From an optimization exercise on the open Yosys and OpenROAD flow, aimed at a short achievable clock period and few clock cycles; shortcuts taken in it are not production practice. The clock port is modelled as an ideal driver, which makes a skipped or thinned clock tree look cheaper than it is; a real chip needs a root buffer or a tree.

==> run P: inputs <==
==> flow/design.v (excerpt) <==
module ssq_symdec (
    input  wire        clk,
    input  wire        rst,
    input  wire        in_valid,
    output wire        in_ready,
    input  wire [7:0]  in_data,
    input  wire        in_last,
    output reg         out_valid,
    input  wire        out_ready,
    output reg  [7:0]  out_data,
    output reg         out_last,
    output reg  [1:0]  out_err,
    output reg  [15:0] out_err_pos,
    output reg  [7:0]  out_err_val,
    output reg  [2:0]  out_pad
);
    localparam ERR_NONE = 2'd0;
    localparam ERR_SDEC = 2'd1;
    localparam ERR_CDEC = 2'd2;
    localparam EV_NONE  = 2'd0;
    localparam EV_SDEC  = 2'd1;   
    localparam EV_CEND  = 2'd2;   
    localparam EV_CNEXT = 2'd3;   
    localparam BN     = 24;       
    localparam RDEPTH = 6;        
    localparam RQS    = RDEPTH + 1;   
    localparam IW     = 13;       
    localparam RW     = 26;       
    reg        in_ready_r;  
  ...
export LEC_CHECK = 0
export CAP_MARGIN = 20
export CORE_MARGIN = 2
export CORE_UTILIZATION = 50
export SETUP_SLACK_MARGIN = 3.4
export SLEW_MARGIN = 20
create_clock -name core_clock -period 5.0 [get_ports {clk}]
standard.sh (not shown) runs the stock make flow with config.mk's settings and CLKGATE_MAP_FILE= SYNTH_SCRIPT=/design/flow/synth_recipe.tcl, a recipe that flattens the netlist after the stock synthesis.
==> flow/flow/run.sh <==
#!/bin/bash
# Standard layout, except that:
#  - the port buffers are buf_4 (the resizer sizes them later), and
#  - the clock tree is built by flow/tree.tcl (a two-level tree of clkinv_16)
#    in place of clock_tree_synthesis.
# Each step's output goes to a log file of its own in this folder.
set -euo pipefail
here=$(pwd)
ports="BUFFER_PORTS_ARGS=-buffer_cell sky130_fd_sc_hd__buf_4"

bash standard.sh synth > log_1_synth.txt 2>&1
bash standard.sh "$ports" place > log_2_place.txt 2>&1

# ORFS's scripts with cts.tcl swapped for ours, used for the CTS step only
rm -rf "$here/cts_scripts"
cp -r "$FLOW_HOME/scripts" "$here/cts_scripts"
cp "$here/flow/cts.tcl" "$here/cts_scripts/cts.tcl"
FLOW_TREE_TCL="$here/flow/tree.tcl" bash standard.sh "$ports" do-4_1_cts do-4_cts \
  SCRIPTS_DIR="$here/cts_scripts" > log_3_cts.txt 2>&1

bash standard.sh "$ports" finish > log_4_finish.txt 2>&1
Other scripts of this flow, unchanged in this note and not shown: flow/flow/cts.tcl, flow/flow/tree.tcl
==> run M: changes against run P <==
--- a/flow/design.v
+++ b/flow/design.v
@@ -183,86 +183,74 @@
             if (d_v && d_last) begin
                 ph   <= 5'b00001;
                 pend <= 4'd0;
                 stop <= 1'b0;
             end
         end
     end
-    reg [15:0] bcnt;        
-    reg [15:0] bcnt1;       
-    reg [1:0]  e_err;
-    reg [15:0] e_x;
-    reg [15:0] e_y;
-    reg        e_cin;
+    reg [15:0] p4;
+    reg [15:0] p5;
+    reg [1:0]  e_err;       
+    reg [15:0] e_pos;
     reg [7:0]  e_val;
     reg [4:0] rem_chunk;
     always @(*) begin
         case (1'b1)
             o_rem_n[1]: rem_chunk = {4'b0000, o_rem[3]};
             o_rem_n[2]: rem_chunk = {3'b000, o_rem[3:2]};
             o_rem_n[3]: rem_chunk = {2'b00, o_rem[3:1]};
             default:    rem_chunk = {1'b0, o_rem};
         endcase
     end
-    wire        ev_new = (o_ev != EV_NONE);
-    wire        ev_sd  = (o_ev == EV_SDEC);
-    wire [1:0]  ev_err = ev_new ? (ev_sd ? ERR_SDEC : ERR_CDEC) : e_err;
-    wire [15:0] ev_x   = ev_new ? (ev_sd ? 16'd0 : {bcnt1[13:0], 2'b00}) : e_x;
-    wire [15:0] ev_y   = ev_new ? (ev_sd ? o_idx : bcnt) : e_y;
-    wire        ev_cin = ev_new ? (o_ev == EV_CNEXT) : e_cin;
-    wire [7:0]  ev_val = ev_new ? (ev_sd ? o_char : 8'h20) : e_val;
+    reg [1:0]  ev_err;
+    reg [15:0] ev_pos;
+    reg [7:0]  ev_val;
+    always @(*) begin
+        case (o_ev)
+            EV_SDEC:  begin ev_err = ERR_SDEC; ev_pos = o_idx; ev_val = o_char; end
+            EV_CEND:  begin ev_err = ERR_CDEC; ev_pos = p4;    ev_val = 8'h20;  end
+            EV_CNEXT: begin ev_err = ERR_CDEC; ev_pos = p5;    ev_val = 8'h20;  end
+            default:  begin ev_err = e_err;    ev_pos = e_pos; ev_val = e_val;  end
+        endcase
+    end
     reg          q_v;
     reg [IW-1:0] q_item;
     reg          q_rec_v;
-    reg [1:0]    q_err;
-    reg [15:0]   q_x;
-    reg [15:0]   q_y;
-    reg          q_cin;
-    reg [7:0]    q_val;
+    reg [RW-1:0] q_rec;
     always @(posedge clk) begin
         q_item[12:11] <= {1'b0, o_blk_v} + {1'b0, o_rem_v};
         q_item[10:1]  <= o_blk_v ? (o_rem_v ? {o_blk, rem_chunk} : {o_blk, 5'b00000})
                                  : (o_rem_v ? {rem_chunk, 5'b00000} : 10'd0);
         q_item[0]     <= o_end;
-        q_err         <= ev_err;
-        q_x           <= ev_x;
-        q_y           <= ev_y;
-        q_cin         <= ev_cin;
-        q_val         <= ev_val;
+        q_rec         <= {ev_err, ev_pos, ev_val};
         if (rst) begin
             q_v     <= 1'b0;
             q_rec_v <= 1'b0;
-            bcnt    <= 16'd0;
-            bcnt1   <= 16'd1;
+            p4      <= 16'd4;
+            p5      <= 16'd5;
             e_err   <= ERR_NONE;
-            e_x     <= 16'd0;
-            e_y     <= 16'd0;
-            e_cin   <= 1'b0;
+            e_pos   <= 16'd0;
             e_val   <= 8'd0;
         end else begin
             q_v     <= o_v && (o_blk_v || o_rem_v || o_end);
             q_rec_v <= o_v && o_end;
             if (o_v) begin
                 if (o_end) begin
-                    bcnt  <= 16'd0;
-                    bcnt1 <= 16'd1;
+                    p4    <= 16'd4;
+                    p5    <= 16'd5;
                     e_err <= ERR_NONE;
-                    e_x   <= 16'd0;
-                    e_y   <= 16'd0;
-                    e_cin <= 1'b0;
+                    e_pos <= 16'd0;
                     e_val <= 8'd0;
                 end else begin
                     if (o_blk_v) begin
-                        bcnt  <= bcnt1;
-                        bcnt1 <= bcnt1 + 16'd1;
+                        p4 <= p4 + 16'd5;
+                        p5 <= p5 + 16'd5;
                     end
                     e_err <= ev_err;
-                    e_x   <= ev_x;
-                    e_y   <= ev_y;
-                    e_cin <= ev_cin;
+                    e_pos <= ev_pos;
                     e_val <= ev_val;
                 end
             end
         end
     end
     reg [6:0] lb;           
     reg [7:0] lc;           
@@ -334,29 +322,34 @@
         end
     end
     reg [8:0]    bq [0:BN-1];
     reg [BN-1:0] b_wp;
     reg [BN-1:0] b_rp;
     reg [BN-1:0] b_cnt;     
     wire         b_rd;      
+    reg [9*BN-1:0] bq_next;   
     integer m;
-    always @(posedge clk) begin
+    always @(*) begin
         for (m = 0; m < BN; m = m + 1) begin
+            bq_next[9*m +: 9] = bq[m];
             if (!wcnt[0]) begin
                 if (b_wp[m])
-                    bq[m] <= w0;
+                    bq_next[9*m +: 9] = w0;
                 else if (b_wp[(m + BN - 1) % BN] && !wcnt[1])
-                    bq[m] <= w1;
+                    bq_next[9*m +: 9] = w1;
                 else if (b_wp[(m + BN - 2) % BN] && (wcnt[3] | wcnt[4]))
-                    bq[m] <= w2;
+                    bq_next[9*m +: 9] = w2;
                 else if (b_wp[(m + BN - 3) % BN] && wcnt[4])
-                    bq[m] <= w3;
+                    bq_next[9*m +: 9] = w3;
             end
         end
     end
+    always @(posedge clk)
+        for (m = 0; m < BN; m = m + 1)
+            bq[m] <= bq_next[9*m +: 9];
     wire [BN-1:0] b_cnt_w = wcnt[1] ? {b_cnt[BN-2:0], 1'b1} :
                             wcnt[2] ? {b_cnt[BN-3:0], 2'b11} :
                             wcnt[3] ? {b_cnt[BN-4:0], 3'b111} :
                             wcnt[4] ? {b_cnt[BN-5:0], 4'b1111} : b_cnt;
     always @(posedge clk) begin
         if (rst) begin
             b_wp  <= {{(BN-1){1'b0}}, 1'b1};
@@ -368,52 +361,31 @@
                     wcnt[3] ? {b_wp[BN-4:0], b_wp[BN-1:BN-3]} :
                     wcnt[4] ? {b_wp[BN-5:0], b_wp[BN-1:BN-4]} : b_wp;
             if (b_rd)
                 b_rp <= {b_rp[BN-2:0], b_rp[BN-1]};
             b_cnt <= b_rd ? {1'b0, b_cnt_w[BN-1:1]} : b_cnt_w;
         end
     end
-    reg [8:0] b_head;       
+    reg [8:0] b_head;
+    reg [8:0] hd_stay;      
+    reg [8:0] hd_move;      
     always @(*) begin
-        b_head = 9'd0;
-        for (m = 0; m < BN; m = m + 1)
-            b_head = b_head | (bq[m] & {9{b_rp[m]}});
-    end
-    reg          q2_rec_v;
-    reg [1:0]    q2_err;
-    reg [7:0]    q2_lo;
-    reg          q2_c;
-    reg [7:0]    q2_xh;
-    reg [7:0]    q2_yh;
-    reg [7:0]    q2_val;
-    reg          q3_rec_v;
-    reg [RW-1:0] q3_rec;
-    wire [8:0] q_lo = {1'b0, q_x[7:0]} + {1'b0, q_y[7:0]} + {8'd0, q_cin};
-    always @(posedge clk) begin
-        q2_err  <= q_err;
-        q2_lo   <= q_lo[7:0];
-        q2_c    <= q_lo[8];
-        q2_xh   <= q_x[15:8];
-        q2_yh   <= q_y[15:8];
-        q2_val  <= q_val;
-        q3_rec  <= {q2_err, q2_xh + q2_yh + {7'd0, q2_c}, q2_lo, q2_val};
-        if (rst) begin
-            q2_rec_v <= 1'b0;
-            q3_rec_v <= 1'b0;
-        end else begin
-            q2_rec_v <= q_rec_v;
-            q3_rec_v <= q2_rec_v;
+        hd_stay = 9'd0;
+        hd_move = 9'd0;
+        for (m = 0; m < BN; m = m + 1) begin
+            hd_stay = hd_stay | (bq_next[9*m +: 9] & {9{b_rp[m]}});
+            hd_move = hd_move | (bq_next[9*((m + 1) % BN) +: 9] & {9{b_rp[m]}});
         end
     end
+    always @(posedge clk)
+        b_head <= b_rd ? hd_move : hd_stay;
     reg [RW-1:0]  rq [0:RQS-1];
     reg [RQS-1:0] rq_wp;    
     reg [RQS-1:0] rq_rp;    
     reg [RW-1:0]  r_head;   
-    reg [RDEPTH:0] r_cnt;   
-    reg           r_w;      
     wire          r_rd;     
     reg [RW-1:0] r_cur;
     reg [RW-1:0] r_nxt;
     integer j;
     always @(*) begin
         r_cur = {RW{1'b0}};
         r_nxt = {RW{1'b0}};
@@ -421,31 +393,24 @@
             r_cur = r_cur | (rq[j] & {RW{rq_rp[j]}});
             r_nxt = r_nxt | (rq[(j + 1) % RQS] & {RW{rq_rp[j]}});
         end
     end
     always @(posedge clk) begin
         for (j = 0; j < RQS; j = j + 1)
             if (rq_wp[j])
-                rq[j] <= q3_rec;
+                rq[j] <= q_rec;
         r_head <= r_rd ? r_nxt : r_cur;
         if (rst) begin
             rq_wp <= {{(RQS-1){1'b0}}, 1'b1};
             rq_rp <= {{(RQS-1){1'b0}}, 1'b1};
-            r_cnt <= {(RDEPTH+1){1'b0}};
-            r_w   <= 1'b0;
         end else begin
-            if (q3_rec_v)
+            if (q_rec_v)
                 rq_wp <= {rq_wp[RQS-2:0], rq_wp[RQS-1]};
             if (r_rd)
                 rq_rp <= {rq_rp[RQS-2:0], rq_rp[RQS-1]};
-            r_w <= q3_rec_v;
-            if (r_w && !r_rd)
-                r_cnt <= {r_cnt[RDEPTH-1:0], 1'b1};
-            else if (r_rd && !r_w)
-                r_cnt <= {1'b0, r_cnt[RDEPTH:1]};
         end
     end
     reg [RDEPTH-1:0] msgs;
     wire msg_in = c_v && c_last;
     always @(posedge clk) begin
         if (rst)
             msgs <= {RDEPTH{1'b0}};
@@ -462,15 +427,15 @@
             in_ready_r <= !b_cnt[BN - 16] && !msgs[RDEPTH - 3];
             ir_n       <= b_cnt[BN - 16] || msgs[RDEPTH - 3];
         end
     end
     reg        ov_n;        
     reg [37:0] o_n;         
     wire out_free = ov_n || out_ready;
-    wire can  = b_cnt[0] && (!b_head[8] || r_cnt[0]);
+    wire can  = b_cnt[0];
     assign b_rd = out_free && can;
     assign r_rd = b_rd && b_head[8];
     wire        h_last = b_head[8];
     wire [37:0] o_new  = {h_last,
                           h_last ? 8'd0 : b_head[7:0],
                           h_last ? r_head : {RW{1'b0}},
                           h_last ? b_head[2:0] : 3'd0};
==> run E: changes against run P <==
--- a/flow/design.v
+++ b/flow/design.v
@@ -183,86 +183,74 @@
             if (d_v && d_last) begin
                 ph   <= 5'b00001;
                 pend <= 4'd0;
                 stop <= 1'b0;
             end
         end
     end
-    reg [15:0] bcnt;        
-    reg [15:0] bcnt1;       
-    reg [1:0]  e_err;
-    reg [15:0] e_x;
-    reg [15:0] e_y;
-    reg        e_cin;
+    reg [15:0] p4;
+    reg [15:0] p5;
+    reg [1:0]  e_err;       
+    reg [15:0] e_pos;
     reg [7:0]  e_val;
     reg [4:0] rem_chunk;
     always @(*) begin
         case (1'b1)
             o_rem_n[1]: rem_chunk = {4'b0000, o_rem[3]};
             o_rem_n[2]: rem_chunk = {3'b000, o_rem[3:2]};
             o_rem_n[3]: rem_chunk = {2'b00, o_rem[3:1]};
             default:    rem_chunk = {1'b0, o_rem};
         endcase
     end
-    wire        ev_new = (o_ev != EV_NONE);
-    wire        ev_sd  = (o_ev == EV_SDEC);
-    wire [1:0]  ev_err = ev_new ? (ev_sd ? ERR_SDEC : ERR_CDEC) : e_err;
-    wire [15:0] ev_x   = ev_new ? (ev_sd ? 16'd0 : {bcnt1[13:0], 2'b00}) : e_x;
-    wire [15:0] ev_y   = ev_new ? (ev_sd ? o_idx : bcnt) : e_y;
-    wire        ev_cin = ev_new ? (o_ev == EV_CNEXT) : e_cin;
-    wire [7:0]  ev_val = ev_new ? (ev_sd ? o_char : 8'h20) : e_val;
+    reg [1:0]  ev_err;
+    reg [15:0] ev_pos;
+    reg [7:0]  ev_val;
+    always @(*) begin
+        case (o_ev)
+            EV_SDEC:  begin ev_err = ERR_SDEC; ev_pos = o_idx; ev_val = o_char; end
+            EV_CEND:  begin ev_err = ERR_CDEC; ev_pos = p4;    ev_val = 8'h20;  end
+            EV_CNEXT: begin ev_err = ERR_CDEC; ev_pos = p5;    ev_val = 8'h20;  end
+            default:  begin ev_err = e_err;    ev_pos = e_pos; ev_val = e_val;  end
+        endcase
+    end
     reg          q_v;
     reg [IW-1:0] q_item;
     reg          q_rec_v;
-    reg [1:0]    q_err;
-    reg [15:0]   q_x;
-    reg [15:0]   q_y;
-    reg          q_cin;
-    reg [7:0]    q_val;
+    reg [RW-1:0] q_rec;
     always @(posedge clk) begin
         q_item[12:11] <= {1'b0, o_blk_v} + {1'b0, o_rem_v};
         q_item[10:1]  <= o_blk_v ? (o_rem_v ? {o_blk, rem_chunk} : {o_blk, 5'b00000})
                                  : (o_rem_v ? {rem_chunk, 5'b00000} : 10'd0);
         q_item[0]     <= o_end;
-        q_err         <= ev_err;
-        q_x           <= ev_x;
-        q_y           <= ev_y;
-        q_cin         <= ev_cin;
-        q_val         <= ev_val;
+        q_rec         <= {ev_err, ev_pos, ev_val};
         if (rst) begin
             q_v     <= 1'b0;
             q_rec_v <= 1'b0;
-            bcnt    <= 16'd0;
-            bcnt1   <= 16'd1;
+            p4      <= 16'd4;
+            p5      <= 16'd5;
             e_err   <= ERR_NONE;
-            e_x     <= 16'd0;
-            e_y     <= 16'd0;
-            e_cin   <= 1'b0;
+            e_pos   <= 16'd0;
             e_val   <= 8'd0;
         end else begin
             q_v     <= o_v && (o_blk_v || o_rem_v || o_end);
             q_rec_v <= o_v && o_end;
             if (o_v) begin
                 if (o_end) begin
-                    bcnt  <= 16'd0;
-                    bcnt1 <= 16'd1;
+                    p4    <= 16'd4;
+                    p5    <= 16'd5;
                     e_err <= ERR_NONE;
-                    e_x   <= 16'd0;
-                    e_y   <= 16'd0;
-                    e_cin <= 1'b0;
+                    e_pos <= 16'd0;
                     e_val <= 8'd0;
                 end else begin
                     if (o_blk_v) begin
-                        bcnt  <= bcnt1;
-                        bcnt1 <= bcnt1 + 16'd1;
+                        p4 <= p4 + 16'd5;
+                        p5 <= p5 + 16'd5;
                     end
                     e_err <= ev_err;
-                    e_x   <= ev_x;
-                    e_y   <= ev_y;
-                    e_cin <= ev_cin;
+                    e_pos <= ev_pos;
                     e_val <= ev_val;
                 end
             end
         end
     end
     reg [6:0] lb;           
     reg [7:0] lc;           
@@ -374,46 +362,18 @@
     end
     reg [8:0] b_head;       
     always @(*) begin
         b_head = 9'd0;
         for (m = 0; m < BN; m = m + 1)
             b_head = b_head | (bq[m] & {9{b_rp[m]}});
     end
-    reg          q2_rec_v;
-    reg [1:0]    q2_err;
-    reg [7:0]    q2_lo;
-    reg          q2_c;
-    reg [7:0]    q2_xh;
-    reg [7:0]    q2_yh;
-    reg [7:0]    q2_val;
-    reg          q3_rec_v;
-    reg [RW-1:0] q3_rec;
-    wire [8:0] q_lo = {1'b0, q_x[7:0]} + {1'b0, q_y[7:0]} + {8'd0, q_cin};
-    always @(posedge clk) begin
-        q2_err  <= q_err;
-        q2_lo   <= q_lo[7:0];
-        q2_c    <= q_lo[8];
-        q2_xh   <= q_x[15:8];
-        q2_yh   <= q_y[15:8];
-        q2_val  <= q_val;
-        q3_rec  <= {q2_err, q2_xh + q2_yh + {7'd0, q2_c}, q2_lo, q2_val};
-        if (rst) begin
-            q2_rec_v <= 1'b0;
-            q3_rec_v <= 1'b0;
-        end else begin
-            q2_rec_v <= q_rec_v;
-            q3_rec_v <= q2_rec_v;
-        end
-    end
     reg [RW-1:0]  rq [0:RQS-1];
     reg [RQS-1:0] rq_wp;    
     reg [RQS-1:0] rq_rp;    
     reg [RW-1:0]  r_head;   
-    reg [RDEPTH:0] r_cnt;   
-    reg           r_w;      
     wire          r_rd;     
     reg [RW-1:0] r_cur;
     reg [RW-1:0] r_nxt;
     integer j;
     always @(*) begin
         r_cur = {RW{1'b0}};
         r_nxt = {RW{1'b0}};
@@ -421,31 +381,24 @@
             r_cur = r_cur | (rq[j] & {RW{rq_rp[j]}});
             r_nxt = r_nxt | (rq[(j + 1) % RQS] & {RW{rq_rp[j]}});
         end
     end
     always @(posedge clk) begin
         for (j = 0; j < RQS; j = j + 1)
             if (rq_wp[j])
-                rq[j] <= q3_rec;
+                rq[j] <= q_rec;
         r_head <= r_rd ? r_nxt : r_cur;
         if (rst) begin
             rq_wp <= {{(RQS-1){1'b0}}, 1'b1};
             rq_rp <= {{(RQS-1){1'b0}}, 1'b1};
-            r_cnt <= {(RDEPTH+1){1'b0}};
-            r_w   <= 1'b0;
         end else begin
-            if (q3_rec_v)
+            if (q_rec_v)
                 rq_wp <= {rq_wp[RQS-2:0], rq_wp[RQS-1]};
             if (r_rd)
                 rq_rp <= {rq_rp[RQS-2:0], rq_rp[RQS-1]};
-            r_w <= q3_rec_v;
-            if (r_w && !r_rd)
-                r_cnt <= {r_cnt[RDEPTH-1:0], 1'b1};
-            else if (r_rd && !r_w)
-                r_cnt <= {1'b0, r_cnt[RDEPTH:1]};
         end
     end
     reg [RDEPTH-1:0] msgs;
     wire msg_in = c_v && c_last;
     always @(posedge clk) begin
         if (rst)
             msgs <= {RDEPTH{1'b0}};
@@ -462,15 +415,15 @@
             in_ready_r <= !b_cnt[BN - 16] && !msgs[RDEPTH - 3];
             ir_n       <= b_cnt[BN - 16] || msgs[RDEPTH - 3];
         end
     end
     reg        ov_n;        
     reg [37:0] o_n;         
     wire out_free = ov_n || out_ready;
-    wire can  = b_cnt[0] && (!b_head[8] || r_cnt[0]);
+    wire can  = b_cnt[0];
     assign b_rd = out_free && can;
     assign r_rd = b_rd && b_head[8];
     wire        h_last = b_head[8];
     wire [37:0] o_new  = {h_last,
                           h_last ? 8'd0 : b_head[7:0],
                           h_last ? r_head : {RW{1'b0}},
                           h_last ? b_head[2:0] : 3'd0};
==> summary.txt <==
Of run P and run E, run P has the higher sequential cell count (gap 105).
First-iteration DRC count: run P is smaller than run E (about 18%).
Against run P, the fmax of run E is larger by about 5.4%.
Run E completed with no timing, DRC or antenna violations. Run P ran to the end with no violations. Run M aborted during 5_1_grt (GRT-0232).
Clock skew: run P is lower than run E (0.012 ns).
Between run P and run E, the lower wire length is in run P (gap about 2.4%, measured against run E).
Synthesized area: run E < run P < run M.
No functional check of the RTL was part of any run of this note. The clock cells of run P and run E come from the design's own scripts or RTL, not from TritonCTS.

## static timing again, ports no longer ideal
The results above use ideal ports. As a check the final layouts listed here were re-extracted and re-timed, cells and wires unchanged.
Step 1 sets driving cells, clkbuf_16 on the clock port and buf_2 on the other inputs (assumed; they add their load-dependent delay and slew).
Step 2 moves the port delays by t, midway between the first and last clock arrival at a register: inputs arrive t later, outputs are due t later. That takes back most of the time a late clock gives input paths.
a / b / c = no drivers / after step 1 / after step 2; a / b = the first two.
run | t, ns | setup slack, ns | worst setup path after step 2
run P | 0.615 | 2.712 / 2.711 / 2.578 | input to register
run E | 0.600 | 2.829 / 2.828 / 2.567 | input to register
After both steps setup and hold are still met in every run listed. The setup slack of run E, which loses most, moves by -0.001 ns with the drivers and by -0.262 ns with both steps.
